From an optimization exercise on the open Yosys and OpenROAD flow, aimed at small area and a short achievable clock period; shortcuts taken in it are not production practice.
In this exercise RTL edits were held to simulation tests only and were not proved equivalent to the original.
Power and IR drop assume default switching activity.

**flow/design.v**
```verilog
module wwvb_add11 (
    input  wire [10:0] a,
    input  wire [10:0] b,
    input  wire        cin,
    output reg  [10:0] s
);
    reg c;
    integer i;
    always @* begin
        c = cin;
        for (i = 0; i < 11; i = i + 1) begin
            s[i] = a[i] ^ b[i] ^ c;
            c    = (a[i] & b[i]) | (c & (a[i] ^ b[i]));
        end
    end
endmodule
module wwvb_decoder (
    input  wire [63:0] bitseq,
    input  wire [6:0]  bit_len,
    output wire        incomplete,    
    output wire        invalid,       
    output wire        malformed,     
    output wire [7:0]  raw_minute,
    output wire [7:0]  raw_hour,
    output wire [10:0] raw_doy,
    output wire [7:0]  raw_yy,
    output wire [1:0]  raw_dst,
    output wire        raw_leap
);
    wire [63:0] elem = bitseq;
    wire [3:0] min_t  = {elem[0],  elem[1],  elem[2],  elem[3]};
    wire [3:0] min_u  = {elem[5],  elem[6],  elem[7],  elem[8]};
    wire [3:0] hr_t   = {elem[10], elem[11], elem[12], elem[13]};
    wire [3:0] hr_u   = {elem[15], elem[16], elem[17], elem[18]};
    wire [3:0] doy_h  = {elem[20], elem[21], elem[22], elem[23]};
    wire [3:0] doy_t  = {elem[25], elem[26], elem[27], elem[28]};
    wire [3:0] doy_u  = {elem[30], elem[31], elem[32], elem[33]};
    wire [3:0] yr_t   = {elem[45], elem[46], elem[47], elem[48]};
    wire [3:0] yr_u   = {elem[50], elem[51], elem[52], elem[53]};
    assign raw_leap = elem[56];
    assign raw_dst  = {elem[57], elem[58]};
    wire [10:0] mi_a, hr_a, yy_a, dy_a, dy_b, dy_c, dy_d;
    wwvb_add11 u_mi0 (.a({6'd0, min_t, 1'b0}), .b({7'd0, min_u}), .cin(1'b0), .s(mi_a));
    wwvb_add11 u_mi1 (.a({4'd0, min_t, 3'b0}), .b(mi_a), .cin(1'b0), .s(raw_minute_w));
    wwvb_add11 u_hr0 (.a({6'd0, hr_t, 1'b0}),  .b({7'd0, hr_u}),  .cin(1'b0), .s(hr_a));
    wwvb_add11 u_hr1 (.a({4'd0, hr_t, 3'b0}),  .b(hr_a), .cin(1'b0), .s(raw_hour_w));
    wwvb_add11 u_yy0 (.a({6'd0, yr_t, 1'b0}),  .b({7'd0, yr_u}),  .cin(1'b0), .s(yy_a));
    wwvb_add11 u_yy1 (.a({4'd0, yr_t, 3'b0}),  .b(yy_a), .cin(1'b0), .s(raw_yy_w));
    wwvb_add11 u_dy0 (.a({6'd0, doy_h, 1'b0}), .b({7'd0, doy_t}), .cin(1'b0), .s(dy_a));
    wwvb_add11 u_dy1 (.a({4'd0, doy_h, 3'b0}), .b(dy_a), .cin(1'b0), .s(dy_b));
    wwvb_add11 u_dy2 (.a({dy_b[9:0], 1'b0}),   .b({7'd0, doy_u}), .cin(1'b0), .s(dy_c));
    wwvb_add11 u_dy3 (.a({dy_b[7:0], 3'b0}),   .b(dy_c), .cin(1'b0), .s(dy_d));
    wire [10:0] raw_minute_w, raw_hour_w, raw_yy_w;
    assign raw_minute = raw_minute_w[7:0];
    assign raw_hour   = raw_hour_w[7:0];
    assign raw_yy     = raw_yy_w[7:0];
    assign raw_doy    = dy_d;
    wire leap_year = (raw_yy[1:0] == 2'd0) && (raw_yy != 8'd100);
    assign incomplete = (bit_len < 7'd40);
    assign invalid    = (raw_minute > 8'd59) || (raw_hour > 8'd23) ||
                        (raw_doy == 11'd0) || (raw_doy > 11'd366);
    assign malformed  = (raw_doy == 11'd366) && !leap_year;
endmodule
module wwvb_calendar (
    input  wire [7:0]  yy,
    input  wire [8:0]  doy,
    output reg  [3:0]  month,
    output wire [4:0]  day,
    output wire [2:0]  wday
);
    wire leap = (yy[1:0] == 2'd0) && (yy != 8'd100);
    wire [3:0] c  = doy[8:5];
    wire [4:0] lo = doy[4:0];
    reg  [9:0] lo_t;             
    always @* begin
        case (c)
            4'd0: lo_t = {5'd31, 5'd31};
            4'd1: lo_t = {5'd27, 5'd28};
            4'd2: lo_t = {5'd26, 5'd27};
            4'd3: lo_t = {5'd24, 5'd25};
            4'd4: lo_t = {5'd23, 5'd24};
            4'd5: lo_t = {5'd21, 5'd22};
            4'd6: lo_t = {5'd20, 5'd21};
            4'd7: lo_t = {5'd19, 5'd20};
            4'd8: lo_t = {5'd17, 5'd18};
            4'd9: lo_t = {5'd16, 5'd17};
            4'd10: lo_t = {5'd14, 5'd15};
            4'd11: lo_t = {5'd13, 5'd14};
            default: lo_t = {5'd31, 5'd31};
        endcase
    end
    wire [4:0] thr = leap ? lo_t[4:0] : lo_t[9:5];
    reg gt;
    integer i;
    always @* begin
        gt = 1'b0;
        for (i = 0; i < 5; i = i + 1)
            gt = (lo[i] & ~thr[i]) | (~(lo[i] ^ thr[i]) & gt);
    end
    wire [10:0] mi;              
    wwvb_add11 u_mi (.a({7'd0, c}), .b(11'd0), .cin(gt), .s(mi));
    always @* month = mi[3:0] + 4'd1;
    reg  [9:0] kk;               
    always @* begin
        case (mi[3:0])
            4'd0: kk = {5'd0, 5'd0};
            4'd1: kk = {5'd1, 5'd1};
            4'd2: kk = {5'd5, 5'd4};
            4'd3: kk = {5'd6, 5'd5};
            4'd4: kk = {5'd8, 5'd7};
            4'd5: kk = {5'd9, 5'd8};
            4'd6: kk = {5'd11, 5'd10};
            4'd7: kk = {5'd12, 5'd11};
            4'd8: kk = {5'd13, 5'd12};
            4'd9: kk = {5'd15, 5'd14};
            4'd10: kk = {5'd16, 5'd15};
            4'd11: kk = {5'd18, 5'd17};
            default: kk = {5'd0, 5'd0};
        endcase
    end
    wire [4:0]  k = leap ? kk[4:0] : kk[9:5];
    wire [10:0] dsum;
    wwvb_add11 u_day (.a({6'd0, lo}), .b({6'd0, k}), .cin(1'b0), .s(dsum));
    assign day = dsum[4:0];
    function [2:0] m7x5;         
        input [2:0] x;
        case (x)
            3'd0: m7x5 = 3'd0;  3'd1: m7x5 = 3'd5;  3'd2: m7x5 = 3'd3;
            3'd3: m7x5 = 3'd1;  3'd4: m7x5 = 3'd6;  3'd5: m7x5 = 3'd4;
            3'd6: m7x5 = 3'd2;  default: m7x5 = 3'd0;
        endcase
    endfunction
    wire       past_2100 = (yy > 8'd100);
    reg  [2:0] e;                
    always @* begin
        case ({yy[1:0], past_2100})
            3'b00_0: e = 3'd4;  3'b00_1: e = 3'd3;
            3'b01_0: e = 3'd6;  3'b01_1: e = 3'd5;
            3'b10_0: e = 3'd0;  3'b10_1: e = 3'd6;
            3'b11_0: e = 3'd1;  default: e = 3'd0;
        endcase
    end
    wire [10:0] s1, s2, s3, s4, s5;
    wwvb_add11 u_w1 (.a({8'd0, m7x5(yy[7:5])}), .b({8'd0, m7x5(yy[4:2])}), .cin(1'b0), .s(s1));
    wwvb_add11 u_w2 (.a({8'd0, doy[8:6]}), .b({8'd0, doy[5:3]}), .cin(1'b0), .s(s2));
    wwvb_add11 u_w3 (.a({8'd0, doy[2:0]}), .b({8'd0, e}), .cin(1'b0), .s(s3));
    wwvb_add11 u_w4 (.a(s1), .b(s2), .cin(1'b0), .s(s4));
    wwvb_add11 u_w5 (.a(s4), .b(s3), .cin(1'b0), .s(s5));
    wire [10:0] g1, g2;
    wwvb_add11 u_g1 (.a({8'd0, s5[5:3]}), .b({8'd0, s5[2:0]}), .cin(1'b0), .s(g1));
    wwvb_add11 u_g2 (.a({8'd0, g1[2:0]}), .b(11'd0), .cin(g1[3]), .s(g2));
    assign wday = (g2[2:0] == 3'd7) ? 3'd0 : g2[2:0];
endmodule
module wwvb_local_hour (
    input  wire [4:0]        utc_hour,
    input  wire signed [7:0] tz,
    input  wire [1:0]        dst,
    output wire [4:0]        hour
);
    wire [10:0] s;
    wwvb_add11 u_s0 (.a({6'd0, utc_hour}), .b({3'd0, ~tz[7], tz[6:0]}), .cin(dst == 2'd2), .s(s));
    wire [5:0] q = s[8:3];
    reg  [1:0] m3;
    always @* begin
        case (q)
            6'd1, 6'd4, 6'd7, 6'd10, 6'd13, 6'd16, 6'd19, 6'd22,
            6'd25, 6'd28, 6'd31, 6'd34, 6'd37, 6'd40, 6'd43, 6'd46,
            6'd49, 6'd52, 6'd55, 6'd58, 6'd61: m3 = 2'd0;
            6'd2, 6'd5, 6'd8, 6'd11, 6'd14, 6'd17, 6'd20, 6'd23,
            6'd26, 6'd29, 6'd32, 6'd35, 6'd38, 6'd41, 6'd44, 6'd47,
            6'd50, 6'd53, 6'd56, 6'd59, 6'd62: m3 = 2'd1;
            default: m3 = 2'd2;
        endcase
    end
    assign hour = {m3, s[2:0]};
endmodule
module wwvb_year (
    input  wire [7:0]  yy,
    output wire [15:0] year
);
    wire [10:0] yhi;
    wwvb_add11 u_hi (.a({7'd0, yy[7:4]}), .b(11'h07D), .cin(1'b0), .s(yhi));
    assign year = {4'd0, yhi[7:0], yy[3:0]};
endmodule
module wwvb_core #(
    parameter signed [7:0] TZ_INIT = -8'sd5
) (
    input  wire        clk,
    input  wire        rst,
    input  wire        edge_valid,
    input  wire        edge_dir,         
    input  wire [31:0] edge_ts,          
    input  wire        bus_valid,
    input  wire        bus_we,
    input  wire [3:0]  bus_addr,
    input  wire [31:0] bus_wdata,
    output wire        bus_ready,
    output reg         bus_rvalid,
    output reg  [31:0] bus_rdata,
    output reg         rtc_wr,
    output wire [15:0] rtc_year,
    output wire [3:0]  rtc_month,
    output wire [4:0]  rtc_day,
    output wire [2:0]  rtc_wday,
    output wire [4:0]  rtc_hour,
    output wire [5:0]  rtc_minute,
    output wire [5:0]  rtc_second,
    output wire [9:0]  rtc_subsec,
    output reg         evt_valid,
    output wire [2:0]  evt_code
);
    localparam [2:0] RES_NONE = 3'd0, RES_OK = 3'd1, RES_INCOMPLETE = 3'd2,
                     RES_INVALID = 3'd3, RES_MALFORMED = 3'd4;
    reg [31:0] last_edge_time;
    reg        have_edge;
    reg [63:0] bitseq;
    reg [6:0]  bit_len;
    reg [5:0]  sec_cnt;
    reg signed [7:0] tz;
    reg [7:0]  clk_yy;           
    reg [3:0]  clk_month;
    reg [4:0]  clk_day;
    reg [2:0]  clk_wday;
    reg [5:0]  clk_minute;
    reg [1:0]  clk_dst;
    reg [4:0]  utc_hour;
    reg        synced;
    reg [2:0]  result;
    reg [7:0]  raw_minute_r;
    reg [7:0]  raw_hour_r;
    reg [10:0] raw_doy_r;
    reg [7:0]  raw_yy_r;
    reg [1:0]  raw_dst_r;
    reg        raw_leap_r;
    reg        raw_valid;        
    reg [7:0]  snap_yy;          
    reg [3:0]  snap_month;
    reg [4:0]  snap_day;
    reg [2:0]  snap_wday;
    reg [3:0]  rd_addr;
    assign bus_ready = !rst && !edge_valid;
    wire do_edge = !rst && edge_valid;
    wire do_fall = do_edge && !edge_dir;
    wire do_bus  = !rst && !edge_valid && bus_valid;
    wire do_rd   = do_bus && !bus_we;
    wire do_wr   = do_bus && bus_we;
    reg [9:0] dur;
    reg       dc;
    integer   i;
    always @* begin
        dc = 1'b1;
        for (i = 0; i < 10; i = i + 1) begin
            dur[i] = edge_ts[i] ^ ~last_edge_time[i] ^ dc;
            dc     = (edge_ts[i] & ~last_edge_time[i]) | (dc & (edge_ts[i] ^ ~last_edge_time[i]));
        end
    end
    wire [21:0] hi_a = edge_ts[31:10];
    wire [21:0] hi_b = ~last_edge_time[31:10];
    wire [21:0] hi_c = {hi_a[20:0] | hi_b[20:0], dc};
    wire dur_short = ~|(hi_a ^ hi_b ^ hi_c);
    wire is_bit0 = dur_short && (dur >= 10'd750) && (dur <= 10'd850);
    wire is_bit1 = dur_short && (dur >= 10'd450) && (dur <= 10'd550);
    wire is_mark = dur_short && (dur >= 10'd150) && (dur <= 10'd250);
    wire classify   = do_fall && have_edge;
    wire append_bit = classify && (is_bit0 || is_bit1);
    wire marker     = classify && is_mark;
    wire frame_done = marker && (sec_cnt == 6'd59);
    reg [6:0] bit_len_inc;
    reg [5:0] sec_cnt_inc;
    reg       ic;
    always @* begin
        ic = 1'b1;
        for (i = 0; i < 7; i = i + 1) begin
            bit_len_inc[i] = bit_len[i] ^ ic;
            ic = ic & bit_len[i];
        end
        ic = 1'b1;
        for (i = 0; i < 6; i = i + 1) begin
            sec_cnt_inc[i] = sec_cnt[i] ^ ic;
            ic = ic & sec_cnt[i];
        end
    end
    wire        dec_incomplete, dec_invalid, dec_malformed;
    wire [7:0]  dec_raw_minute, dec_raw_hour, dec_raw_yy;
    wire [10:0] dec_raw_doy;
    wire [1:0]  dec_raw_dst;
    wire        dec_raw_leap;
    wwvb_decoder u_dec (
        .bitseq     (bitseq),
        .bit_len    (bit_len),
        .incomplete (dec_incomplete),
        .invalid    (dec_invalid),
        .malformed  (dec_malformed),
        .raw_minute (dec_raw_minute),
        .raw_hour   (dec_raw_hour),
        .raw_doy    (dec_raw_doy),
        .raw_yy     (dec_raw_yy),
        .raw_dst    (dec_raw_dst),
        .raw_leap   (dec_raw_leap)
    );
    reg [2:0] dec_result;
    always @* begin
        if (dec_incomplete)      dec_result = RES_INCOMPLETE;
        else if (dec_invalid)    dec_result = RES_INVALID;
        else if (dec_malformed)  dec_result = RES_MALFORMED;
        else                     dec_result = RES_OK;
    end
    wire decode_ok = frame_done && (dec_result == RES_OK);
    wire wr_tz = do_wr && (bus_addr == 4'h2);
    wire [3:0]  dec_month;
    wire [4:0]  dec_day;
    wire [2:0]  dec_wday;
    wwvb_calendar u_cal (
        .yy    (dec_raw_yy),
        .doy   (dec_raw_doy[8:0]),
        .month (dec_month),
        .day   (dec_day),
        .wday  (dec_wday)
    );
    wire [15:0] clk_year, snap_year;
    wwvb_year u_cy (.yy(clk_yy),  .year(clk_year));
    wwvb_year u_sy (.yy(snap_yy), .year(snap_year));
    wire [4:0] local_hour;
    wwvb_local_hour u_lh (
        .utc_hour (utc_hour),
        .tz       (tz),
        .dst      (clk_dst),
        .hour     (local_hour)
    );
    wire [4:0] clk_hour = synced ? local_hour : 5'd0;
    always @* begin
        case (rd_addr)
            4'h0: bus_rdata = {synced, 5'b0, clk_dst, 3'b0, utc_hour, 3'b0, clk_hour, 2'b0, clk_minute};
            4'h1: bus_rdata = {4'b0, snap_wday, snap_day, snap_month, snap_year};
            4'h2: bus_rdata = {{24{tz[7]}}, tz};
            4'h3: bus_rdata = {7'b0, have_edge, 5'b0, result, 1'b0, bit_len, 2'b0, sec_cnt};
            4'h4: bus_rdata = raw_valid ? {3'b0, raw_leap_r, 2'b0, raw_dst_r, raw_yy_r, raw_hour_r, raw_minute_r} : 32'd0;
            4'h5: bus_rdata = raw_valid ? {21'b0, raw_doy_r} : 32'd0;
            4'h6: bus_rdata = bitseq[31:0];
            4'h7: bus_rdata = bitseq[63:32];
            4'h8: bus_rdata = 32'hFFFF_FFFB;    
            4'h9: bus_rdata = 32'hFFFF_FFFA;    
            4'hA: bus_rdata = 32'hFFFF_FFF9;    
            4'hB: bus_rdata = 32'hFFFF_FFF8;    
            4'hC: bus_rdata = 32'hFFFF_FFF7;    
            4'hD: bus_rdata = 32'hFFFF_FFF6;    
            4'hE: bus_rdata = have_edge ? last_edge_time : 32'd0;
            default: bus_rdata = 32'h0;
        endcase
    end
    always @(posedge clk) begin
        rd_addr <= bus_addr;
        if (do_edge)
            last_edge_time <= edge_ts;
    end
    always @(posedge clk) begin
        if (!rst && frame_done && !dec_incomplete) begin
            raw_minute_r <= dec_raw_minute;
            raw_hour_r   <= dec_raw_hour;
            raw_doy_r    <= dec_raw_doy;
            raw_yy_r     <= dec_raw_yy;
            raw_dst_r    <= dec_raw_dst;
            raw_leap_r   <= dec_raw_leap;
        end
    end
    always @(posedge clk) begin
        if (rst) begin
            have_edge      <= 1'b0;
            bitseq         <= 64'd0;
            bit_len        <= 7'd0;
            sec_cnt        <= 6'd0;
            tz             <= TZ_INIT;
            clk_yy         <= 8'd0;
            clk_month      <= 4'd1;
            clk_day        <= 5'd1;
            clk_wday       <= 3'd5;
            clk_minute     <= 6'd0;
            clk_dst        <= 2'd0;
            utc_hour       <= 5'd0;
            synced         <= 1'b0;
            result         <= RES_NONE;
            raw_valid      <= 1'b0;
            snap_yy        <= 8'd0;
            snap_month     <= 4'd1;
            snap_day       <= 5'd1;
            snap_wday      <= 3'd5;
            bus_rvalid     <= 1'b0;
            rtc_wr         <= 1'b0;
            evt_valid      <= 1'b0;
        end else begin
            bus_rvalid <= do_rd;
            rtc_wr     <= decode_ok || (wr_tz && synced);
            evt_valid  <= frame_done;
            if (do_rd && bus_addr == 4'h0) begin
                snap_yy  <= clk_yy;
                snap_month <= clk_month;
                snap_day   <= clk_day;
                snap_wday  <= clk_wday;
            end
            if (do_edge)
                have_edge <= 1'b1;
            if (append_bit) begin
                if (!bit_len[6] && is_bit1)
                    bitseq[bit_len[5:0]] <= 1'b1;
                if (bit_len != 7'd127)
                    bit_len <= bit_len_inc;
            end
            if (marker)
                sec_cnt <= sec_cnt_inc;
            if (frame_done) begin
                bitseq  <= 64'd0;
                bit_len <= 7'd0;
                sec_cnt <= 6'd0;
                result  <= dec_result;
                if (!dec_incomplete)
                    raw_valid <= 1'b1;
                if (decode_ok) begin
                    clk_yy     <= dec_raw_yy;
                    clk_month  <= dec_month;
                    clk_day    <= dec_day;
                    clk_wday   <= dec_wday;
                    clk_minute <= dec_raw_minute[5:0];
                    clk_dst    <= dec_raw_dst;
                    utc_hour   <= dec_raw_hour[4:0];
                    synced     <= 1'b1;
                end
            end
            if (wr_tz)
                tz <= bus_wdata[7:0];
        end
    end
    assign rtc_year   = clk_year;
    assign rtc_month  = clk_month;
    assign rtc_day    = clk_day;
    assign rtc_wday   = clk_wday;
    assign rtc_hour   = clk_hour;
    assign rtc_minute = clk_minute;
    assign rtc_second = 6'd0;
    assign rtc_subsec = 10'd0;
    assign evt_code   = result;
endmodule
```
**flow/flow/run.sh**
```bash
#!/bin/bash
# The standard ORFS layout (standard.sh), with these changes to how the
# layout is made:
#  - synthesis maps the logic with an area-oriented ABC recipe
#    (flow/abc_map.script) in place of ORFS's delay-oriented one; it runs
#    from a copy of ORFS's scripts folder that differs only in that file,
#    so the registers and every other step are the standard ones;
#  - the port buffers are buf_1 cells instead of the larger delay-buffer
#    cells buffer_ports picks on its own;
#  - the clock tree is built from small clock buffers without dummy loads;
#  - timing repair aims for 27 ns of setup slack, which in this design only
#    the combinational bus_ready path (input to output) falls short of.
# The full make output goes to standard.log here; ORFS keeps each step's
# log under orfs/logs.
set -euo pipefail
rm -rf scripts_abc
cp -r "$FLOW_HOME/scripts" scripts_abc
cp flow/abc_map.script scripts_abc/abc_speed.script
export SCRIPTS_DIR="$PWD/scripts_abc"
export BUFFER_PORTS_ARGS="-buffer_cell sky130_fd_sc_hd__buf_1"
export CTS_ARGS="-sink_clustering_enable -repair_clock_nets -dont_use_dummy_load -buf_list sky130_fd_sc_hd__clkbuf_4 -sink_clustering_size 8 -sink_clustering_max_diameter 40"
export SETUP_SLACK_MARGIN=27
bash standard.sh > standard.log 2>&1
```
**flow/flow/abc_map.script**
```
strash
&get -n
&st
&syn2
&dch
&nf -a -R 1000
&st
&syn2
&dch
&nf -a -R 1000
&st
&syn2
&dch
&nf -a -R 1000
&put
topo
stime -c
```
**flow/standard.sh**
```bash
#!/bin/bash
# synth_recipe.tcl (not shown) runs the flow's synth.tcl, then flattens the netlist and writes it again
# the make line also repeats each setting of config.mk as NAME=value (left out here)
make -C /OpenROAD-flow-scripts/flow DESIGN_CONFIG=/design/flow/config.mk WORK_HOME=/design/flow/orfs CLKGATE_MAP_FILE= SYNTH_SCRIPT=/design/flow/synth_recipe.tcl "${@:-finish}"
```
**flow/config.mk**
```make
export PLATFORM = sky130hd
export DESIGN_NAME = wwvb_core
export DESIGN_NICKNAME = wwvb_core
export VERILOG_FILES = /design/flow/design.v
export SDC_FILE = /design/flow/constraint.sdc
export NUM_CORES = 4
export LEC_CHECK = 0
export CAP_MARGIN = 20
export CORE_MARGIN = 2
export CORE_UTILIZATION = 40
export SLEW_MARGIN = 20
```
**flow/constraint.sdc**
```tcl
create_clock -name core_clock -period 45.0 [get_ports {clk}]
set_input_delay 9.0000 -clock core_clock [delete_from_list [all_inputs] [get_ports {clk}]]
set_output_delay 9.0000 -clock core_clock [all_outputs]
set_load 0.01 [all_outputs]
```
==> key figures, run 1 <==
Yosys
  • Flop and latch count out of synthesis: 221
  • Ys Warns: 4
  • Avg Cell Area, Syn: 9.38 um^2
  • Register area share after synthesis: 40.6%
  • Synth Cell Area: 12600 um^2
  • Post-synth EDFFs: 70
  • Synth Instances: 1346
  • Post-synth ARST share: 0%
  • Post-synth top flop: dfxtp_1
  • Distinct cells, synth: 53

Cells and area
  • Layout cells sized above 1: 4.93%
  • Max reg flops: 64
  • Final net count: 1758
  • Final Util: 44.8%
  • Commonest cells after routing, fill and taps aside: 208 x nor2_1, 151 x dfxtp_1, 149 x clkinv_1, 121 x a21oi_1, 120 x buf_1
  • Fillers: 3105
  • Biggest register: bitseq
  • Most common cell after layout, fill and taps aside: nor2_1
  • Largest regs: bitseq (64), last_edge_time (32), raw_doy_r (11)
  • Area grow syn2layout: 11.0%

Clock tree
  • CTS tree: yes
  • CTS root buf: clkbuf_4
  • H-tree levels: 2
  • # hold bufs at CTS: 0
  • Clock slew at reported path FFs: 0.08 ns
  • CTS Buffer Depth: 3
  • Worst-Skew Late Latency: 0.67 ns
  • CTS sink count: 221
  • Inserted Clock Buffers: 40

Timing
  • Fin. Hold Viols: 0
  • Slew Viols, Final: 0
  • Final setup vio count: 0
  • Relative slew slack: 30.1%
  • Least-Margin Pin Slew: 1.05 ns
  • Setup TNS: 0 ns
  • Clk_skew: 0.0479 ns
  • Max Freq: 54.6 MHz
  • Final worst path period share: 40.7%
  • Final setup margin: 26.68 ns
  • WHS: 0.460 ns
  • Final Critical Period: 18.32 ns
  • RSZ-0062 raised after global routing: yes

Run
  • Max_cap viols: 0

Routing
  • # DRC: 0
  • Iteration-0 DRC Markers: 1079
  • Detailed Route WL: 40900 um
  • DR vias: 10.9k
  • Detail Route Antenna Nets: 0
  • Routed wire length per instance: 21.2 um
  • DRT Pass-1 Iters: 7
  • Via density: 5.65

Die
  • Die Y-Extent: 182 um
  • # rows: 65
  • DIE WIDTH: 182 um
  • Core area: 31300 um^2
  • Initial Util: 40.3%
  • IO Count: 168
  • Die area: 33000 um^2

Critical path
  • FF-to-FF path depth: 42
  • Worst Path Max Fanout: 2
  • CP arrival: 9.32 ns
  • Startpoint Class: input port
  • Kind of critical path: input port to primary output
  • Worst EP required: 36.00 ns
  • Crit path capture type: primary output

Global route
  • Global-route usage over all layers: 25.1%
  • Largest net degree at the start of global routing: 74
  • Number of global-route vias before repair: 10.6k
  • GRT Residual Overflow: 0
  • First-pass GRT wire length: 63200 um
  • Initial antenna violation count: 1

Power and ir drop
  • Switch Pwr: 99.9 uW
  • Part of the power in registers: 58.1%
  • Combinational share of power: 10.6%
  • Static leakage: 0.00558 uW
  • Power density cells: 25.8 nW/um^2
  • Internal Power: 261 uW
  • Worst VDD drop: 0.0120 mV
  • Sw frac: 27.7%
  • Clock Power Share: 31.3%

Place
  • RD Place Congestion: 0.918
  • Setup WS pre-CTS: 26.55 ns
  • Post-DP HPWL: 30300 um
  • PortBufs: 123

Worst hold path
  • Hold depth: 2
  • Hold Crit Class: flop to flop

Outcome
  • Status: no timing/DRC/antenna violations
metrics by stage:
step	instances	power (uW)	area [um^2]
final	1925	361	14000
after global routing	1925	376	14000
after CTS	1921	364	14000
after detailed placement	1881	252	13700
after global placement	1881	252	13700
after floorplan	1365	238	12700
path summary, 6_finish.rpt:
kind                    start           to  slack (ns)
setup / recovery   edge_valid    bus_ready       26.68
hold / removal    clk_wday[0]  clk_wday[0]        0.46
setup reg to reg   bitseq[23]   clk_day[4]       34.71
hold reg to reg   clk_wday[0]  clk_wday[0]        0.46
power groups by stage:
stage	clock [uW]	sequential [uW]	combinational (uW)
after floorplan	0	213	24.7
after global placement	0	215	36.9
after detailed placement	0	215	37.2
after CTS	116	210	37.5
after global routing	124	210	42.5
final	113	210	38.1
logic make-up after synthesis:
group,share of synthesized area [%]
AOI/OAI and AO/OA,15.1
DFF,40.6
buffers and inverters,5.97
xor gates and xnor gates,2.22
adders and majority gates,19.1
other,0.0297
and+or+nand+nor,16.0
muxes,0.971
area by class of cell:
class	count	area, um^2	share of cell area [%]
Multi-Input combinational cell	969	6870	49.0
Sequential cell	221	5120	36.6
Timing Repair Buffer	143	654	4.67
Inverter	149	559	3.99
Tap cell	402	503	3.59
Clock buffer	40	300	2.14
Antenna cell	1	2.50	0.0179
per-layer routing:
| metal | track usage [%] | share of wire, % | wire [um] | vias to the layer above |
|---|---|---|---|---|
| met5 | 0 | 0 | 0 | - |
| met4 | 8.33 | 3.1 | 1280 | 0 |
| met3 | 3.95 | 7.4 | 3010 | 79 |
| met2 | 40.7 | 47 | 19100 | 468 |
| met1 | 34.2 | 43 | 17500 | 5223 |
| li1 | - | - | - | 5101 |
cell usage after synthesis (all sizes together), types with 27 or more instances:
library cell	count	area share, %
a21oi	121	4.8
dfxtp	151	24
a221oi	27	1.9
edfxtp	70	17
nor3	51	2.0
fa	55	8.7
a222oi	30	2.4
nor2	210	6.2
o21ai	31	1.2
clkinv	149	4.4
nand2	94	2.8
ha	105	10
critical path, cell delays in order:
cell	delay, ns
buf_8	0.10
nor2_4	0.11
buf_6	0.11
repair_timing:
action	in CTS	in global routing
buffers inserted	0	2
gates cloned	0	0
endpoints found under the setup margin	1	1
pin swaps	1	1
resized for setup	5	3
==> inputs of run 2 (changes only) <==
--- a/flow/flow/run.sh
+++ b/flow/flow/run.sh
@@ -6,4 +6,7 @@
 #    from a copy of ORFS's scripts folder that differs only in that file,
 #    so the registers and every other step are the standard ones;
+#  - half-adder cells are left out (added to DONT_USE_CELLS): Yosys's
+#    extract_fa then maps only full adders, and the half adders it would
+#    have made, with the inverters around them, are left to ABC;
 #  - the port buffers are buf_1 cells instead of the larger delay-buffer
 #    cells buffer_ports picks on its own;
@@ -18,4 +21,5 @@
 cp flow/abc_map.script scripts_abc/abc_speed.script
 export SCRIPTS_DIR="$PWD/scripts_abc"
+export DONT_USE_CELLS="sky130_fd_sc_hd__ha_1 sky130_fd_sc_hd__ha_2 sky130_fd_sc_hd__ha_4"
 export BUFFER_PORTS_ARGS="-buffer_cell sky130_fd_sc_hd__buf_1"
 export CTS_ARGS="-sink_clustering_enable -repair_clock_nets -dont_use_dummy_load -buf_list sky130_fd_sc_hd__clkbuf_4 -sink_clustering_size 8 -sink_clustering_max_diameter 40"
==> flow/flow/abc_map.script (replaced) <==
strash
&get -n
&st
&syn2
&dch
&nf -a -p -R 1000 -F 8 -A 8 -C 32
&st
&syn2
&dch
&nf -a -p -R 1000 -F 8 -A 8 -C 32
&st
&syn2
&dch
&nf -a -p -R 1000 -F 8 -A 8 -C 32
&put
topo
stime -c
==> run 2 against run 1 <==
Against the previous run: still clean on timing, DRC and antenna; cell count decreased by 0.31%; worst hold slack got worse by 0.0012 ns; clock-buffer cell count increased by 3; sequential power about the same; critical path depth unchanged; setup slack about the same; non-clock buffer count increased by 3; wire length decreased by 1.8%; flip-flop and latch count unchanged; power decreased by 0.11%.
==> key figures, run 2 <==
Outcome
  • Status: no timing/DRC/antenna violations (unchanged)

Die
  • Initial Util: 40.3% (about the same)
  • Core area: 31300 um^2 (unchanged)
  • DIE WIDTH: 182 um (about the same)
  • Die area: 33000 um^2 (about the same)
  • # rows: 65 (unchanged)
  • Die Y-Extent: 182 um (about the same)
  • IO Count: 168 (unchanged)

Clock tree
  • Inserted Clock Buffers: 43 (was 40)
  • Clock slew at reported path FFs: 0.08 ns (about the same)
  • CTS tree: yes (unchanged)
  • H-tree levels: 2 (unchanged)
  • CTS sink count: 221 (unchanged)
  • Worst-Skew Late Latency: 0.65 ns (was 0.67 ns)
  • # hold bufs at CTS: 0 (unchanged)
  • CTS root buf: clkbuf_4 (unchanged)
  • CTS Buffer Depth: 3 (unchanged)

Critical path
  • Delay-heaviest family, CP: buffers and inverters (unchanged)
  • Worst EP required: 36.00 ns (about the same)
  • CP peak stage delay: 0.11 ns (about the same)
  • Worst flop-to-flop path endpoint: clk_day[4] (unchanged)
  • WP depth: 3 (unchanged)
  • Worst Path Max Fanout: 2 (unchanged)
  • Kind of critical path: input port to primary output (unchanged)
  • CP arrival: 9.32 ns (about the same)
  • Critical path, cell by cell: buf_8 -> nor2_4 -> buf_6 (unchanged)
  • Startpoint Class: input port (unchanged)
  • Crit path capture type: primary output (unchanged)
  • R2r setup slk: 34.74 ns (was 34.71 ns)
  • Slowest CP cell: nor2_4 (unchanged)
  • Critical path buffer and inverter count: 2 (unchanged)
  • FF-to-FF path depth: 40 (was 42)
  • FF-to-FF Start: bitseq[23] (unchanged)

Power and ir drop
  • Power density cells: 25.7 nW/um^2 (was 25.8 nW/um^2)
  • Worst VDD drop: 0.0150 mV (was 0.0120 mV)
  • Static leakage: 0.00554 uW (was 0.00558 uW)

Timing
  • Setup TNS: 0 ns (unchanged)
  • Final Critical Period: 18.32 ns (about the same)
  • Relative slew slack: 20.1% (was 30.1%)
  • Fin. Hold Viols: 0 (unchanged)
  • Final worst path period share: 40.7% (about the same)
  • Clk_skew: 0.0546 ns (was 0.0479 ns)
  • RSZ-0062 raised after global routing: yes (unchanged)
  • Final setup vio count: 0 (unchanged)
  • Max Freq: 54.6 MHz (about the same)
  • WHS: 0.459 ns (was 0.460 ns)
  • Slew Viols, Final: 0 (unchanged)
  • Least-Margin Pin Slew: 1.18 ns (was 1.05 ns)

Yosys
  • Post-synth ARST share: 0% (unchanged)
  • Distinct cells, synth: 59 (was 53)
  • Most numerous cell in the Yosys netlist: nor2_1 (unchanged)
  • Ys Warns: 4 (unchanged)
  • Ranking of synthesized cells by area: dfxtp_1 24%, edfxtp_1 17%, ha_1 10%, fa_1 8.7%, nor2_1 6.0% (was dfxtp_1 24%, edfxtp_1 17%, ha_1 10%, fa_1 8.7%, nor2_1 6.2%)
  • Avg Cell Area, Syn: 9.45 um^2 (was 9.38 um^2)
  • Post-synth top flop: dfxtp_1 (unchanged)
  • Register area share after synthesis: 40.6% (about the same)
  • Top-area cell type share of the netlist area: 24.0% (was 23.9%)
  • Flop and latch count out of synthesis: 221 (unchanged)
  • Largest area contributor in the netlist: dfxtp_1 (unchanged)
  • Post-synth EDFFs: 70 (unchanged)
  • Synth Cell Area: 12600 um^2 (about the same)
  • Post-synth top cells: 202 x nor2_1, 151 x dfxtp_1, 146 x clkinv_1 (was 210 x nor2_1, 151 x dfxtp_1, 149 x clkinv_1)
  • Synth Instances: 1334 (was 1346)

Cells and area
  • Final net count: 1752 (was 1758)
  • Largest regs: bitseq (64), last_edge_time (32), raw_doy_r (11) (unchanged)
  • Commonest cells after routing, fill and taps aside: 199 x nor2_1, 151 x dfxtp_1, 146 x clkinv_1, 120 x buf_1, 113 x a21oi_1 (was 208 x nor2_1, 151 x dfxtp_1, 149 x clkinv_1, 121 x a21oi_1, 120 x buf_1)
  • Most common cell after layout, fill and taps aside: nor2_1 (unchanged)
  • Max reg flops: 64 (unchanged)
  • Layout cells sized above 1: 5.15% (was 4.93%)
  • Area grow syn2layout: 11.2% (was 11.0%)
  • Fin cells: 1919 (was 1925)
  • Biggest register: bitseq (unchanged)
  • Fillers: 3113 (was 3105)

Routing
  • DR vias: 10.9k (about the same)
  • Routed wire length per instance: 20.9 um (was 21.2 um)
  • Via density: 5.68 (was 5.65)
  • # DRC: 0 (unchanged)
  • Iteration-0 DRC Markers: 1118 (was 1079)
  • DRT Pass-1 Iters: 6 (was 7)
  • Detailed Route WL: 40200 um (was 40900 um)
  • Detail Route Antenna Nets: 0 (unchanged)

Run
  • Max_cap viols: 0 (unchanged)

Global route
  • First-pass GRT wire length: 61400 um (was 63200 um)
  • Initial antenna violation count: 1 (unchanged)
  • Largest net degree at the start of global routing: 49 (was 74)
  • Global-route usage over all layers: 24.4% (was 25.1%)
  • GRT Residual Overflow: 0 (unchanged)
  • Number of global-route vias before repair: 10.4k (was 10.6k)

Place
  • RD Place Congestion: 0.935 (was 0.918)
  • Cells after DPL: 1873 (was 1881)
  • Post-DP HPWL: 30100 um (was 30300 um)
  • PortBufs: 123 (unchanged)

Worst hold path
  • Min-delay src: snap_day[0] (was clk_wday[0])
  • Hold Crit Class: flop to flop (unchanged)
  • Worst hold endpoint: snap_day[0] (was clk_wday[0])
  • Hold depth: 2 (unchanged)
run 2: routing by layer:
layer / vias to the layer above / part of all wire, % / GRT usage (%)
met4: 0 / 3.5 / 9.56
met3: 77 / 7.6 / 3.77
met1: 5221 / 43 / 33.2
met5: - / 0 / 0
li1: 5105 / - / -
met2: 496 / 46 / 39.0
run 2: final cells by class:
class	instances	area [um^2]	area share, %
well taps	402	503	3.59
multi-input cells	960	6860	48.9
clock buffers	43	323	2.30
flip-flops and latches	221	5120	36.6
inverters	146	548	3.91
repair buffers	146	664	4.74
diodes	1	2.50	0.0178
run 2: logic make-up after synthesis:
family / synth area share [%]
and+or+nand+nor: 15.9
muxes: 1.13
other: 0.0297
AOI/OAI and AO/OA: 15.1
adders and majority gates: 19.2
xor gates and xnor gates: 2.15
buffers and inverters: 5.89
DFF: 40.6
run 2: where the power goes:
part	switching, uW	internal, uW	leakage, uW	total (uW)
Combinational	24.7	13.1	0.00339	37.7
Sequential	2.53	207	0.00196	210
Clock	69.6	43.6	0.000198	113
run 2: tightest hold or removal path, stage by stage, from the launching register on:
cell and delay (ns):
dfxtp_1 0.33, nand2_1 0.06, nand2_1 0.04
run 2: per-stage QoR:
step | cell area (um^2) | setup slack (ns) | utilization, % | total power (uW)
2_1_floorplan | 12700 | 26.89 | - | 237
3_3_place_gp | 13700 | 26.57 | 43.6 | 251
3_5_place_dp | 13700 | 26.57 | 43.6 | 251
4_1_cts | 14000 | 26.67 | 44.7 | 365
5_1_grt | 14000 | 26.67 | 44.8 | 376
6_report | 14000 | 26.68 | 44.8 | 361
run 2: worst max path at each step:
stage / start / to / slack [ns]
6_report: edge_valid / bus_ready / 26.68
5_1_grt: edge_valid / bus_ready / 26.67
4_1_cts: rst / bus_ready / 26.67
3_5_place_dp: edge_valid / bus_ready / 26.57
3_3_place_gp: edge_valid / bus_ready / 26.57
2_1_floorplan: edge_valid / bus_ready / 26.89
run 2: what timing repair did:
action / CTS / global route
buffers inserted: 1 / 1
resized for setup: 4 / 4
gates cloned: 0 / 0
pin swaps: 1 / 1
setup endpoints to repair: 1 / 1
==> inputs of run 3 (changes only) <==
--- a/flow/flow/run.sh
+++ b/flow/flow/run.sh
@@ -21,7 +21,11 @@
 cp flow/abc_map.script scripts_abc/abc_speed.script
 export SCRIPTS_DIR="$PWD/scripts_abc"
-export DONT_USE_CELLS="sky130_fd_sc_hd__ha_1 sky130_fd_sc_hd__ha_2 sky130_fd_sc_hd__ha_4"
 export BUFFER_PORTS_ARGS="-buffer_cell sky130_fd_sc_hd__buf_1"
 export CTS_ARGS="-sink_clustering_enable -repair_clock_nets -dont_use_dummy_load -buf_list sky130_fd_sc_hd__clkbuf_4 -sink_clustering_size 8 -sink_clustering_max_diameter 40"
 export SETUP_SLACK_MARGIN=27
-bash standard.sh > standard.log 2>&1
+# The platform's DONT_USE_CELLS and the half adders, on the make command
+# line (ORFS unsets variables from the environment between its steps).
+DONT_USE=$(make -C "$FLOW_HOME" DESIGN_CONFIG="$PWD/config.mk" WORK_HOME="$PWD/orfs" \
+  print-DONT_USE_CELLS 2> print_dont_use.log | sed -n 's/^DONT_USE_CELLS: //p')
+[[ -n "$DONT_USE" ]]
+bash standard.sh "DONT_USE_CELLS=$DONT_USE sky130_fd_sc_hd__ha_1 sky130_fd_sc_hd__ha_2 sky130_fd_sc_hd__ha_4" finish > standard.log 2>&1
==> run 3 against run 2 <==
Against the previous run: still clean; final area shrank 5.2%; clock power is essentially flat; power shrank 0.57%; non-clock buffer count grew 1; register-to-register slack gained 0.62 ns; synthesized cell count shrank 2.0%; clock-buffer cell count shrank 2; utilization grew 1.2 points; worst hold slack lost 0.0042 ns.
==> key figures, run 3 <==
Critical path
  • Worst EP required: 36.00 ns (about the same)
  • Slowest CP cell: clkbuf_16 (was nor2_4)
  • Startpoint Class: input port (unchanged)
  • CP arrival: 9.43 ns (was 9.32 ns)
  • CP peak stage delay: 0.12 ns (was 0.11 ns)
  • Critical path, cell by cell: clkbuf_16 -> buf_12 -> nor2_4 -> buf_6 (was buf_8 -> nor2_4 -> buf_6)
  • Worst Path Max Fanout: 2 (unchanged)
  • Crit path capture type: primary output (unchanged)
  • Kind of critical path: input port to primary output (unchanged)

Timing
  • Setup TNS: 0 ns (unchanged)
  • Final setup vio count: 0 (unchanged)
  • Relative slew slack: 27.7% (was 20.1%)
  • Fin. Hold Viols: 0 (unchanged)
  • Least-Margin Pin Slew: 1.08 ns (was 1.18 ns)
  • Slew Viols, Final: 0 (unchanged)
  • Final worst path period share: 41.0% (was 40.7%)
  • RSZ-0062 raised after global routing: yes (unchanged)
  • Final Critical Period: 18.43 ns (was 18.32 ns)
  • Max Freq: 54.2 MHz (was 54.6 MHz)
  • Clk_skew: 0.0647 ns (was 0.0546 ns)
  • Final setup margin: 26.57 ns (was 26.68 ns)

Run
  • Max_cap viols: 0 (unchanged)

Cells and area
  • Final instance area: 13300 um^2 (was 14000 um^2)
  • Commonest cells after routing, fill and taps aside: 210 x nor2_1, 151 x dfxtp_1, 125 x a21oi_1, 121 x buf_1, 100 x nand2_1 (was 199 x nor2_1, 151 x dfxtp_1, 146 x clkinv_1, 120 x buf_1, 113 x a21oi_1)
  • Final net count: 1619 (was 1752)
  • Area grow syn2layout: 12.5% (was 11.2%)
  • Most common cell after layout, fill and taps aside: nor2_1 (unchanged)
  • Sequential cell area: 5120 um^2 (unchanged)
  • Largest regs: bitseq (64), last_edge_time (32), raw_doy_r (11) (unchanged)
  • Fin cells: 1874 (was 1919)
  • Multi-input logic area: 6280 um^2 (was 6860 um^2)
  • Biggest register: bitseq (unchanged)
  • Max reg flops: 64 (unchanged)
  • Layout cells sized above 1: 5.51% (was 5.15%)
  • Fillers: 2874 (was 3113)

Yosys
  • Largest area contributor in the netlist: dfxtp_1 (unchanged)
  • Synth Cell Area: 11800 um^2 (was 12600 um^2)
  • Top-area cell type share of the netlist area: 25.6% (was 24.0%)
  • Post-synth EDFFs: 70 (unchanged)
  • Avg Cell Area, Syn: 9.04 um^2 (was 9.45 um^2)
  • Distinct cells, synth: 57 (was 59)
  • Flop and latch count out of synthesis: 221 (unchanged)
  • Post-synth top flop: dfxtp_1 (unchanged)
  • Most numerous cell in the Yosys netlist: nor2_1 (unchanged)
  • Synth Instances: 1307 (was 1334)
  • Post-synth top cells: 214 x nor2_1, 151 x dfxtp_1, 126 x a21oi_1 (was 202 x nor2_1, 151 x dfxtp_1, 146 x clkinv_1)
  • Ys Warns: 4 (unchanged)
  • Post-synth ARST share: 0% (unchanged)
  • Ranking of synthesized cells by area: dfxtp_1 26%, edfxtp_1 18%, fa_1 9.3%, nor2_1 6.8%, a21oi_1 5.3% (was dfxtp_1 24%, edfxtp_1 17%, ha_1 10%, fa_1 8.7%, nor2_1 6.0%)
  • Register area share after synthesis: 43.4% (was 40.6%)

Die
  • Core area: 28900 um^2 (was 31300 um^2)
  • Die Y-Extent: 176 um (was 182 um)
  • # rows: 62 (was 65)
  • IO Count: 168 (unchanged)
  • DIE WIDTH: 176 um (was 182 um)
  • Initial Util: 40.8% (was 40.3%)
  • Die area: 30900 um^2 (was 33000 um^2)

Routing
  • Detailed Route WL: 40200 um (about the same)
  • Routed wire length per instance: 21.5 um (was 20.9 um)
  • # DRC: 0 (unchanged)
  • Detail Route Antenna Nets: 0 (unchanged)
  • Iteration-0 DRC Markers: 1385 (was 1118)
  • DR vias: 10.9k (about the same)
  • DRT Pass-1 Iters: 7 (was 6)
  • Via density: 5.79 (was 5.68)

Global route
  • First-pass GRT wire length: 61700 um (was 61400 um)
  • GRT Residual Overflow: 0 (unchanged)
  • Global-route usage over all layers: 26.2% (was 24.4%)
  • M3 GR Usage: 4.11% (was 3.77%)
  • Gr busiest metal: met2 (unchanged)
  • Met2 usage: 41.6% (was 39.0%)
  • Number of global-route vias before repair: 10.1k (was 10.4k)
  • Initial antenna violation count: 1 (unchanged)
  • Grt met1 use: 36.8% (was 33.2%)
  • Largest net degree at the start of global routing: 78 (was 49)

Place
  • Cells after DPL: 1826 (was 1873)
  • PortBufs: 123 (unchanged)
  • Post-DP HPWL: 29000 um (was 30100 um)
  • Cell Area, Placed: 12900 um^2 (was 13700 um^2)
  • Setup WS pre-CTS: 26.18 ns (was 26.57 ns)
  • RD Place Congestion: 0.915 (was 0.935)

Power and ir drop
  • Total power: 359 uW (was 361 uW)
  • Worst VDD drop: 0.0147 mV (was 0.0150 mV)
  • Power density cells: 27.0 nW/um^2 (was 25.7 nW/um^2)
  • Static leakage: 0.00476 uW (was 0.00554 uW)

Worst hold path
  • Hold Crit Class: flop to flop (unchanged)

Outcome
  • Status: no timing/DRC/antenna violations (unchanged)

Clock tree
  • Worst-Skew Late Latency: 0.68 ns (was 0.65 ns)
  • CTS Buffer Depth: 3 (unchanged)
  • CTS root buf: clkbuf_4 (unchanged)
  • CTS tree: yes (unchanged)
  • CTS sink count: 221 (unchanged)
  • Inserted Clock Buffers: 41 (was 43)
  • Clock slew at reported path FFs: 0.08 ns (about the same)
  • H-tree levels: 2 (unchanged)
-- run 3: cell types whose count changed after synthesis, moves of 9 or more --
cell	change
and2_0	+13
nor2_1	+12
ha_1	-105
xnor2_1	+15
clkinv_1	-48
nand2b_1	+19
a21oi_1	+12
o21ai_0	+23
and3_1	-9
-- run 3: worst max-delay path, delay by kind of cell --
kind	cells	cell delay (ns)
buffers and inverters	3	0.35
and+or+nand+nor	1	0.09
-- run 3: final timing paths --
kind                                  start           to  slack, ns  depth (start not counted)
worst max-delay path                    rst    bus_ready      26.57                          4
worst min-delay path            snap_day[0]  snap_day[0]       0.45                          2
worst max register to register   bitseq[22]   clk_day[4]      35.36                         30
worst min register to register  snap_day[0]  snap_day[0]       0.45                          2
-- run 3: report_power, final --
group	internal [uW]	switching, uW	total, uW	leakage, uW
combinational	12.3	22.6	35.0	0.00262
sequential	207	3.32	211	0.00195
clock	41.8	71.5	113	0.000189
total	261	97.4	359	0.00476
-- run 3: cell families (layout without fill, tap and decap cells) --
logic type / after synthesis / count (layout) / share of synthesized area [%]
AOI/OAI and AO/OA: 326 / 326 / 17.6
xor gates and xnor gates: 53 / 53 / 3.93
adders and majority gates: 57 / 57 / 9.49
buffers and inverters: 124 / 286 / 4.76
DFF: 221 / 221 / 43.4
muxes: 6 / 6 / 0.508
other: 1 / 22 / 0.0317
and+or+nand+nor: 519 / 519 / 20.3
-- run 3: what timing repair did --
item                       in CTS  in global routing
resized for setup               8                  0
setup buffers                   2                  1
hold buffers                    0                  0
cloned                          2                  0
pin swaps                       1                  1
setup endpoints to repair       1                  1
-- run 3: layout make-up --
| class | count | share of cell area [%] |
|---|---|---|
| clock buffer | 41 | 2.31 |
| tap | 384 | 3.61 |
| timing repair buffer | 147 | 5.51 |
| inverter | 98 | 2.77 |
| multi-input combinational | 981 | 47.2 |
| antenna | 2 | 0.0376 |
| sequential | 221 | 38.5 |
-- run 3: per-stage QoR --
stage	utilization, %	hold slack [ns]
final	46.0	0.455
after global routing	46.0	0.466
after CTS	45.9	0.451
after detailed placement	44.4	0.440
after global placement	44.4	0.434
after floorplan	-	0.414
-- run 3: layer usage --
| layer | vias up | wire (um) |
|---|---|---|
| met3 | 75 | 3140 |
| met1 | 5229 | 17500 |
| met2 | 519 | 18600 |
| met4 | 0 | 968 |
| li1 | 5035 | - |
| met5 | - | 0 |
==> inputs of run 4 (changes only) <==
--- a/flow/design.v
+++ b/flow/design.v
@@ -98,22 +98,34 @@
             gt = (lo[i] & ~thr[i]) | (~(lo[i] ^ thr[i]) & gt);
     end
-    wire [10:0] mi;              
-    wwvb_add11 u_mi (.a({7'd0, c}), .b(11'd0), .cin(gt), .s(mi));
-    always @* month = mi[3:0] + 4'd1;
+    wire [10:0] mo;
+    wwvb_add11 u_mo (.a({7'd0, c}), .b({10'd0, 1'b1}), .cin(gt), .s(mo));
+    always @* month = mo[3:0];
     reg  [9:0] kk;               
     always @* begin
-        case (mi[3:0])
-            4'd0: kk = {5'd0, 5'd0};
-            4'd1: kk = {5'd1, 5'd1};
-            4'd2: kk = {5'd5, 5'd4};
-            4'd3: kk = {5'd6, 5'd5};
-            4'd4: kk = {5'd8, 5'd7};
-            4'd5: kk = {5'd9, 5'd8};
-            4'd6: kk = {5'd11, 5'd10};
-            4'd7: kk = {5'd12, 5'd11};
-            4'd8: kk = {5'd13, 5'd12};
-            4'd9: kk = {5'd15, 5'd14};
-            4'd10: kk = {5'd16, 5'd15};
-            4'd11: kk = {5'd18, 5'd17};
+        case ({c, gt})
+            {4'd0, 1'b0}: kk = {5'd0, 5'd0};
+            {4'd0, 1'b1}: kk = {5'd1, 5'd1};
+            {4'd1, 1'b0}: kk = {5'd1, 5'd1};
+            {4'd1, 1'b1}: kk = {5'd5, 5'd4};
+            {4'd2, 1'b0}: kk = {5'd5, 5'd4};
+            {4'd2, 1'b1}: kk = {5'd6, 5'd5};
+            {4'd3, 1'b0}: kk = {5'd6, 5'd5};
+            {4'd3, 1'b1}: kk = {5'd8, 5'd7};
+            {4'd4, 1'b0}: kk = {5'd8, 5'd7};
+            {4'd4, 1'b1}: kk = {5'd9, 5'd8};
+            {4'd5, 1'b0}: kk = {5'd9, 5'd8};
+            {4'd5, 1'b1}: kk = {5'd11, 5'd10};
+            {4'd6, 1'b0}: kk = {5'd11, 5'd10};
+            {4'd6, 1'b1}: kk = {5'd12, 5'd11};
+            {4'd7, 1'b0}: kk = {5'd12, 5'd11};
+            {4'd7, 1'b1}: kk = {5'd13, 5'd12};
+            {4'd8, 1'b0}: kk = {5'd13, 5'd12};
+            {4'd8, 1'b1}: kk = {5'd15, 5'd14};
+            {4'd9, 1'b0}: kk = {5'd15, 5'd14};
+            {4'd9, 1'b1}: kk = {5'd16, 5'd15};
+            {4'd10, 1'b0}: kk = {5'd16, 5'd15};
+            {4'd10, 1'b1}: kk = {5'd18, 5'd17};
+            {4'd11, 1'b0}: kk = {5'd18, 5'd17};
+            {4'd11, 1'b1}: kk = {5'd18, 5'd17};
             default: kk = {5'd0, 5'd0};
         endcase
==> run 4 against run 3 <==
Against the previous run: combinational power shrank 8.9%; setup slack gained 0.0032 ns; worst hold slack lost 0.0011 ns; largest power group unchanged; via count shrank 0.99%; sequential share of layout area grew 0.46 points; synthesized cell count shrank 2.8%; register-to-register slack gained 0.37 ns.
==> key figures, run 4 <==
Outcome
  • Status: no timing/DRC/antenna violations (unchanged)

Timing
  • RSZ-0062 raised after global routing: yes (unchanged)
  • Slew Viols, Final: 0 (unchanged)
  • Final setup vio count: 0 (unchanged)
  • Clk_skew: 0.0861 ns (was 0.0647 ns)
  • Setup TNS: 0 ns (unchanged)
  • Least-Margin Pin Slew: 1.06 ns (was 1.08 ns)
  • Final worst path period share: 41.0% (about the same)
  • Final Critical Period: 18.43 ns (about the same)
  • Max Freq: 54.3 MHz (was 54.2 MHz)
  • Relative slew slack: 29.1% (was 27.7%)
  • Fin. Hold Viols: 0 (unchanged)

Routing
  • Detailed Route WL: 39900 um (was 40200 um)
  • Detail Route Antenna Nets: 0 (unchanged)
  • # DRC: 0 (unchanged)
  • Routed wire length per instance: 21.7 um (was 21.5 um)
  • Via density: 5.84 (was 5.79)
  • DRT Pass-1 Iters: 8 (was 7)
  • DR vias: 10.8k (was 10.9k)
  • Iteration-0 DRC Markers: 1567 (was 1385)

Power and ir drop
  • Worst VDD drop: 0.0115 mV (was 0.0147 mV)
  • Static leakage: 0.00461 uW (was 0.00476 uW)
  • Internal Power: 260 uW (was 261 uW)
  • Clock Power Share: 31.6% (about the same)
  • Power density cells: 27.0 nW/um^2 (about the same)
  • Combinational share of power: 9.0% (was 9.7%)
  • Total power: 355 uW (was 359 uW)
  • Switch Pwr: 95.4 uW (was 97.4 uW)
  • Part of the power in registers: 59.4% (was 58.7%)
  • Sw frac: 26.9% (was 27.1%)

Place
  • Post-DP HPWL: 28800 um (was 29000 um)
  • RD Place Congestion: 0.955 (was 0.915)
  • PortBufs: 123 (unchanged)

Global route
  • Largest net degree at the start of global routing: 78 (unchanged)
  • Global-route usage over all layers: 26.1% (was 26.2%)
  • First-pass GRT wire length: 60500 um (was 61700 um)
  • Number of global-route vias before repair: 10.1k (about the same)
  • GRT Residual Overflow: 0 (unchanged)
  • Initial antenna violation count: 1 (unchanged)

Yosys
  • Most numerous cell in the Yosys netlist: nor2_1 (unchanged)
  • Top-area cell type share of the netlist area: 26.0% (was 25.6%)
  • Synth Instances: 1270 (was 1307)
  • Ranking of synthesized cells by area: dfxtp_1 26%, edfxtp_1 18%, fa_1 9.5%, nor2_1 7.2%, a21oi_1 4.9% (was dfxtp_1 26%, edfxtp_1 18%, fa_1 9.3%, nor2_1 6.8%, a21oi_1 5.3%)
  • Distinct cells, synth: 57 (unchanged)
  • Synth Cell Area: 11600 um^2 (was 11800 um^2)
  • Post-synth EDFFs: 70 (unchanged)
  • Avg Cell Area, Syn: 9.17 um^2 (was 9.04 um^2)
  • Post-synth top flop: dfxtp_1 (unchanged)
  • Largest area contributor in the netlist: dfxtp_1 (unchanged)
  • Post-synth top cells: 223 x nor2_1, 151 x dfxtp_1, 113 x a21oi_1 (was 214 x nor2_1, 151 x dfxtp_1, 126 x a21oi_1)
  • Register area share after synthesis: 44.0% (was 43.4%)
  • Post-synth ARST share: 0% (unchanged)
  • Flop and latch count out of synthesis: 221 (unchanged)
  • Ys Warns: 4 (unchanged)

Worst hold path
  • Hold depth: 2 (unchanged)
  • Hold Crit Class: flop to flop (unchanged)

Die
  • # rows: 62 (unchanged)
  • DIE WIDTH: 175 um (was 176 um)
  • Die area: 30500 um^2 (was 30900 um^2)
  • Core area: 28700 um^2 (was 28900 um^2)
  • IO Count: 168 (unchanged)
  • Die Y-Extent: 175 um (was 176 um)
  • Initial Util: 40.6% (was 40.8%)

Clock tree
  • CTS sink count: 221 (unchanged)
  • CTS Buffer Depth: 3 (unchanged)
  • Inserted Clock Buffers: 40 (was 41)
  • H-tree levels: 2 (unchanged)
  • CTS tree: yes (unchanged)
  • CTS root buf: clkbuf_4 (unchanged)
  • # hold bufs at CTS: 0 (unchanged)
  • Clock slew at reported path FFs: 0.09 ns (was 0.08 ns)
  • Worst-Skew Late Latency: 0.66 ns (was 0.68 ns)

Critical path
  • Crit path capture type: primary output (unchanged)
  • Kind of critical path: input port to primary output (unchanged)
  • Slowest CP cell: clkbuf_16 (unchanged)
  • Startpoint Class: input port (unchanged)
  • FF-to-FF path depth: 30 (unchanged)
  • Worst Path Max Fanout: 2 (unchanged)
  • Worst EP required: 36.00 ns (about the same)
  • CP arrival: 9.43 ns (about the same)
  • CP peak stage delay: 0.12 ns (about the same)
  • Critical path, cell by cell: clkbuf_16 -> buf_12 -> nor2_4 -> buf_6 (unchanged)

Cells and area
  • Largest regs: bitseq (64), last_edge_time (32), raw_doy_r (11) (unchanged)
  • Area grow syn2layout: 12.9% (was 12.5%)
  • Layout cells sized above 1: 5.84% (was 5.51%)
  • Commonest cells after routing, fill and taps aside: 221 x nor2_1, 151 x dfxtp_1, 121 x buf_1, 112 x a21oi_1, 97 x clkinv_1 (was 210 x nor2_1, 151 x dfxtp_1, 125 x a21oi_1, 121 x buf_1, 100 x nand2_1)
  • Max reg flops: 64 (unchanged)
  • Final net count: 1587 (was 1619)
  • Most common cell after layout, fill and taps aside: nor2_1 (unchanged)
  • Biggest register: bitseq (unchanged)

Run
  • Max_cap viols: 0 (unchanged)
[run 4: cell count changes after synthesis, sizes merged, moves of 5 or more]
cell   before  now
nor4       10    4
a22oi      17   23
a31oi       8   17
nand4      24   19
o21ai      67   44
and2       17   11
a21oi     126  113
nand3      35   28
nand2     100   85
nor3       39   64
nor2      214  223
[run 4: layout make-up]
| cell class | instances | area (um^2) |
|---|---|---|
| fillers | 2858 | 15600 |
| multi-input cells | 945 | 6090 |
| flip-flops and latches | 221 | 5120 |
| repair buffers | 153 | 778 |
| well taps | 384 | 480 |
| inverters | 97 | 364 |
| clock buffers | 40 | 300 |
| diodes | 1 | 2.50 |
[run 4: cell families (layout without fill, tap and decap cells)]
| family | Yosys count | in the layout | share of synthesized area [%] |
|---|---|---|---|
| XOR/XNOR | 48 | 48 | 3.61 |
| multiplexers | 5 | 5 | 0.441 |
| adder cells (fa/ha/maj) | 57 | 57 | 9.63 |
| other | 1 | 21 | 0.0322 |
| AO/OA/AOI/OAI | 310 | 310 | 17.7 |
| buffers and inverters | 123 | 290 | 4.80 |
| AND/OR/NAND/NOR | 505 | 505 | 19.7 |
| flip-flops | 221 | 221 | 44.0 |
[run 4: power groups by stage]
stage | clock (uW) | combinational (uW) | sequential, uW
finish | 112 | 31.9 | 211
global route | 122 | 34.7 | 211
CTS | 114 | 31.4 | 211
detailed placement | 0 | 29.5 | 215
global placement | 0 | 29.1 | 215
floorplan | 0 | 19.1 | 214
[run 4: per-stage QoR]
stage                     setup slack, ns  area (um^2)  hold slack [ns]  instances  util, %
after floorplan                     26.88        11700            0.414       1289        -
after global routing                26.55        13100            0.485       1841     45.8
final                               26.57        13100            0.454       1841     45.8
after detailed placement            26.06        12700            0.448       1795     44.3
after CTS                           26.55        13100            0.448       1840     45.7
after global placement              26.07        12700            0.441       1795     44.3
[run 4: path summary, 6_finish.rpt]
check	startpoint	slack, ns	end
max	rst	26.57	bus_ready
min	snap_wday[2]	0.45	snap_wday[2]
max reg2reg	last_edge_time[0]	35.73	clk_day[4]
min reg2reg	snap_wday[2]	0.45	snap_wday[2]
[run 4: layer usage]
layer	track usage, %	wire, um	vias to the layer above
li1	-	-	4922
met1	36.9	16700	5171
met2	39.9	17700	561
met3	4.57	3960	96
met4	10.0	1600	0
met5	0	0	-
[run 4: timing repair]
item	4_1_cts	5_1_grt
buffers inserted	3	0
setup endpoints to repair	1	7
pin swaps	1	1
gates cloned	2	0
resized for setup	8	1
[run 4: worst max-delay path, delay by kind of cell]
family                 cells  cell delay, ns
and+or+nand+nor            1            0.08
buffers and inverters      3            0.35
==> inputs of run 5 (changes only) <==
--- a/flow/flow/run.sh
+++ b/flow/flow/run.sh
@@ -12,4 +12,6 @@
 #    cells buffer_ports picks on its own;
 #  - the clock tree is built from small clock buffers without dummy loads;
+#  - the constant outputs share one tie cell (SKIP_REPAIR_TIE_FANOUT)
+#    instead of one tie cell each;
 #  - timing repair aims for 27 ns of setup slack, which in this design only
 #    the combinational bus_ready path (input to output) falls short of.
@@ -29,3 +31,4 @@
   print-DONT_USE_CELLS 2> print_dont_use.log | sed -n 's/^DONT_USE_CELLS: //p')
 [[ -n "$DONT_USE" ]]
-bash standard.sh "DONT_USE_CELLS=$DONT_USE sky130_fd_sc_hd__ha_1 sky130_fd_sc_hd__ha_2 sky130_fd_sc_hd__ha_4" finish > standard.log 2>&1
+bash standard.sh "DONT_USE_CELLS=$DONT_USE sky130_fd_sc_hd__ha_1 sky130_fd_sc_hd__ha_2 sky130_fd_sc_hd__ha_4" \
+  SKIP_REPAIR_TIE_FANOUT=1 finish > standard.log 2>&1
==> run 5 against run 4 <==
Against the previous run: via count fell by 0.99%; critical endpoint unchanged; maximum frequency is essentially flat; largest cell class unchanged; global-route usage is 0.072 points higher; still clean; clock-buffer cell count rose by 1; critical path type unchanged; die area is the same; synthesized cell count stayed put; synthesized area is the same.
==> key figures, run 5 <==
Clock tree
  • CTS Buffer Depth: 3 (unchanged)
  • Clock slew at reported path FFs: 0.09 ns (about the same)
  • CTS root buf: clkbuf_4 (unchanged)
  • Inserted Clock Buffers: 41 (was 40)
  • Worst-Skew Late Latency: 0.66 ns (about the same)
  • CTS sink count: 221 (unchanged)
  • # hold bufs at CTS: 0 (unchanged)
  • CTS tree: yes (unchanged)
  • H-tree levels: 2 (unchanged)

Cells and area
  • Most common cell after layout, fill and taps aside: nor2_1 (unchanged)
  • Max reg flops: 64 (unchanged)
  • Final net count: 1572 (was 1587)
  • Biggest register: bitseq (unchanged)
  • Layout cells sized above 1: 6.18% (was 5.84%)
  • Area grow syn2layout: 12.5% (was 12.9%)
  • Commonest cells after routing, fill and taps aside: 221 x nor2_1, 151 x dfxtp_1, 121 x buf_1, 112 x a21oi_1, 97 x clkinv_1 (unchanged)
  • Final instance area: 13100 um^2 (about the same)
  • Largest regs: bitseq (64), last_edge_time (32), raw_doy_r (11) (unchanged)
  • Fin cells: 1826 (was 1841)

Outcome
  • Status: no timing/DRC/antenna violations (unchanged)

Yosys
  • Avg Cell Area, Syn: 9.17 um^2 (unchanged)
  • Post-synth EDFFs: 70 (unchanged)
  • Flop and latch count out of synthesis: 221 (unchanged)
  • Ranking of synthesized cells by area: dfxtp_1 26%, edfxtp_1 18%, fa_1 9.5%, nor2_1 7.2%, a21oi_1 4.9% (unchanged)
  • Post-synth top flop: dfxtp_1 (unchanged)
  • Post-synth ARST share: 0% (unchanged)
  • Synth Cell Area: 11600 um^2 (unchanged)
  • Most numerous cell in the Yosys netlist: nor2_1 (unchanged)
  • Largest area contributor in the netlist: dfxtp_1 (unchanged)
  • Register area share after synthesis: 44.0% (unchanged)
  • Distinct cells, synth: 57 (unchanged)
  • Synth Instances: 1270 (unchanged)
  • Top-area cell type share of the netlist area: 26.0% (unchanged)
  • Post-synth top cells: 223 x nor2_1, 151 x dfxtp_1, 113 x a21oi_1 (unchanged)
  • Ys Warns: 4 (unchanged)

Worst hold path
  • Hold Crit Class: flop to flop (unchanged)
  • Min-delay src: snap_wday[2] (unchanged)
  • Hold depth: 2 (unchanged)
  • Worst hold endpoint: snap_wday[2] (unchanged)

Routing
  • DRT Pass-1 Iters: 9 (was 8)
  • Via density: 5.83 (was 5.84)
  • Detail Route Antenna Nets: 0 (unchanged)
  • Iteration-0 DRC Markers: 1284 (was 1567)
  • Detailed Route WL: 40100 um (was 39900 um)
  • DR vias: 10.6k (was 10.8k)
  • Routed wire length per instance: 21.9 um (was 21.7 um)
  • # DRC: 0 (unchanged)

Power and ir drop
  • Clock Power Share: 31.7% (was 31.6%)
  • Part of the power in registers: 59.3% (was 59.4%)
  • Sw frac: 26.7% (was 26.9%)
  • Combinational share of power: 9.0% (about the same)
  • Static leakage: 0.00457 uW (was 0.00461 uW)
  • Switch Pwr: 95.0 uW (was 95.4 uW)
  • Power density cells: 27.2 nW/um^2 (was 27.0 nW/um^2)
  • Worst VDD drop: 0.0103 mV (was 0.0115 mV)
  • Internal Power: 261 uW (was 260 uW)

Die
  • # rows: 62 (unchanged)
  • Core area: 28700 um^2 (unchanged)
  • IO Count: 168 (unchanged)
  • DIE WIDTH: 175 um (unchanged)
  • Die area: 30500 um^2 (unchanged)
  • Initial Util: 40.6% (unchanged)
  • Die Y-Extent: 175 um (unchanged)

Timing
  • RSZ-0062 raised after global routing: yes (unchanged)
  • Least-Margin Pin Slew: 1.16 ns (was 1.06 ns)
  • Final setup margin: 26.55 ns (was 26.57 ns)
  • Clk_skew: 0.0955 ns (was 0.0861 ns)
  • Final Critical Period: 18.45 ns (was 18.43 ns)
  • Setup TNS: 0 ns (unchanged)
  • Relative slew slack: 22.0% (was 29.1%)
  • Final setup vio count: 0 (unchanged)
  • WHS: 0.445 ns (was 0.454 ns)
  • Slew Viols, Final: 0 (unchanged)
  • Fin. Hold Viols: 0 (unchanged)
  • Max Freq: 54.2 MHz (was 54.3 MHz)
  • Final worst path period share: 41.0% (about the same)

Critical path
  • R2r setup slk: 35.52 ns (was 35.73 ns)
  • Startpoint Class: input port (unchanged)
  • Critical Path Source: rst (unchanged)
  • FF-to-FF Start: last_edge_time[0] (unchanged)
  • Worst EP required: 36.00 ns (about the same)
  • Crit path capture type: primary output (unchanged)
  • FF-to-FF path depth: 30 (unchanged)
  • Worst flop-to-flop path endpoint: clk_day[4] (unchanged)
  • Kind of critical path: input port to primary output (unchanged)
  • Worst Path Max Fanout: 2 (unchanged)
  • CP arrival: 9.45 ns (was 9.43 ns)

Global route
  • Largest net degree at the start of global routing: 78 (unchanged)
  • First-pass GRT wire length: 60700 um (was 60500 um)
  • GRT Residual Overflow: 0 (unchanged)
  • Initial antenna violation count: 2 (was 1)
  • Global-route usage over all layers: 26.1% (about the same)
  • Number of global-route vias before repair: 10.1k (about the same)

Place
  • Setup WS pre-CTS: 26.07 ns (was 26.06 ns)
  • RD Place Congestion: 0.964 (was 0.955)
  • Cells after DPL: 1775 (was 1795)
  • Cell Area, Placed: 12600 um^2 (was 12700 um^2)
  • PortBufs: 123 (unchanged)
  • Post-DP HPWL: 28900 um (was 28800 um)

Run
  • Max_cap viols: 0 (unchanged)
==> run 5: logic make-up after synthesis <==
family | synth area share (%)
mux | 0.441
compound gates | 17.7
fa+ha+maj | 9.63
buf+inv | 4.80
flops | 44.0
other cells | 0.0322
simple gates | 19.7
xor+xnor | 3.61
==> run 5: repair_timing <==
item | 4_1_cts | 5_1_grt
gates resized for setup | 8 | 1
endpoints found under the setup margin | 1 | 5
gates cloned | 2 | 0
pin swaps | 1 | 1
buffers inserted | 7 | 0
==> run 5: area by class of cell <==
class                           count  area [um^2]
Tap cell                          384          480
Fill cell                        2862        15600
Antenna cell                        1         2.50
Clock buffer                       41          308
Sequential cell                   221         5120
Inverter                           97          364
Multi-Input combinational cell    926         6020
Timing Repair Buffer              156          801
==> run 5: critical path, cell delays in order <==
cell	delay [ns]
clkbuf_16	0.12
buf_12	0.12
nor2_4	0.09
buf_6	0.11
==> run 5: worst max-delay path by stage <==
stage,end,slack (ns),depth (start not counted)
6_report,bus_ready,26.55,4
5_1_grt,bus_ready,26.54,4
4_1_cts,bus_ready,26.55,4
3_5_place_dp,bus_ready,26.07,4
3_3_place_gp,bus_ready,26.08,4
2_1_floorplan,bus_ready,26.88,1
==> run 5: per-layer routing <==
metal	vias to the layer above	track usage (%)	routed length [um]
met5	-	0	0
met4	0	10.3	1640
met3	99	4.44	3850
met2	552	40.2	17800
met1	5070	36.9	16800
li1	4923	-	-
==> run 5: power by group through the flow <==
stage	registers (uW)	logic, uW	clock network (uW)
2_1_floorplan	214	19.1	0
3_3_place_gp	215	29.1	0
3_5_place_dp	215	29.5	0
4_1_cts	211	31.7	115
5_1_grt	211	34.8	124
6_report	211	32.0	113
==> run 5: metrics by stage <==
stage               util (%)  total power [uW]
global placement        44.0               244
floorplan                  -               233
CTS                     45.6               357
global route            45.6               369
finish                  45.6               356
detailed placement      44.0               245

-- what the ideal ports hide --
Ports are ideal in the flow. The routed layouts listed here were re-timed in OpenROAD. Step 1, drivers: a clkbuf_16 drives clk and a buf_2 each remaining input, both assumed. Step 2 also shifts input and output timing later by t, the mid clock arrival at the registers, as if the neighbouring blocks saw the same clock. Three values: no drivers, after step 1, after step 2; two values: the first two.
run	t (ns)	setup WS [ns]
run 1	0.697	26.680 / 26.633 / 26.633
run 2	0.656	26.680 / 26.642 / 26.642
run 3	0.694	26.566 / 26.525 / 26.525
run 4	0.664	26.569 / 26.529 / 26.529
run 5	0.657	26.553 / 26.512 / 26.512
After both steps setup and hold are still met in every run listed.
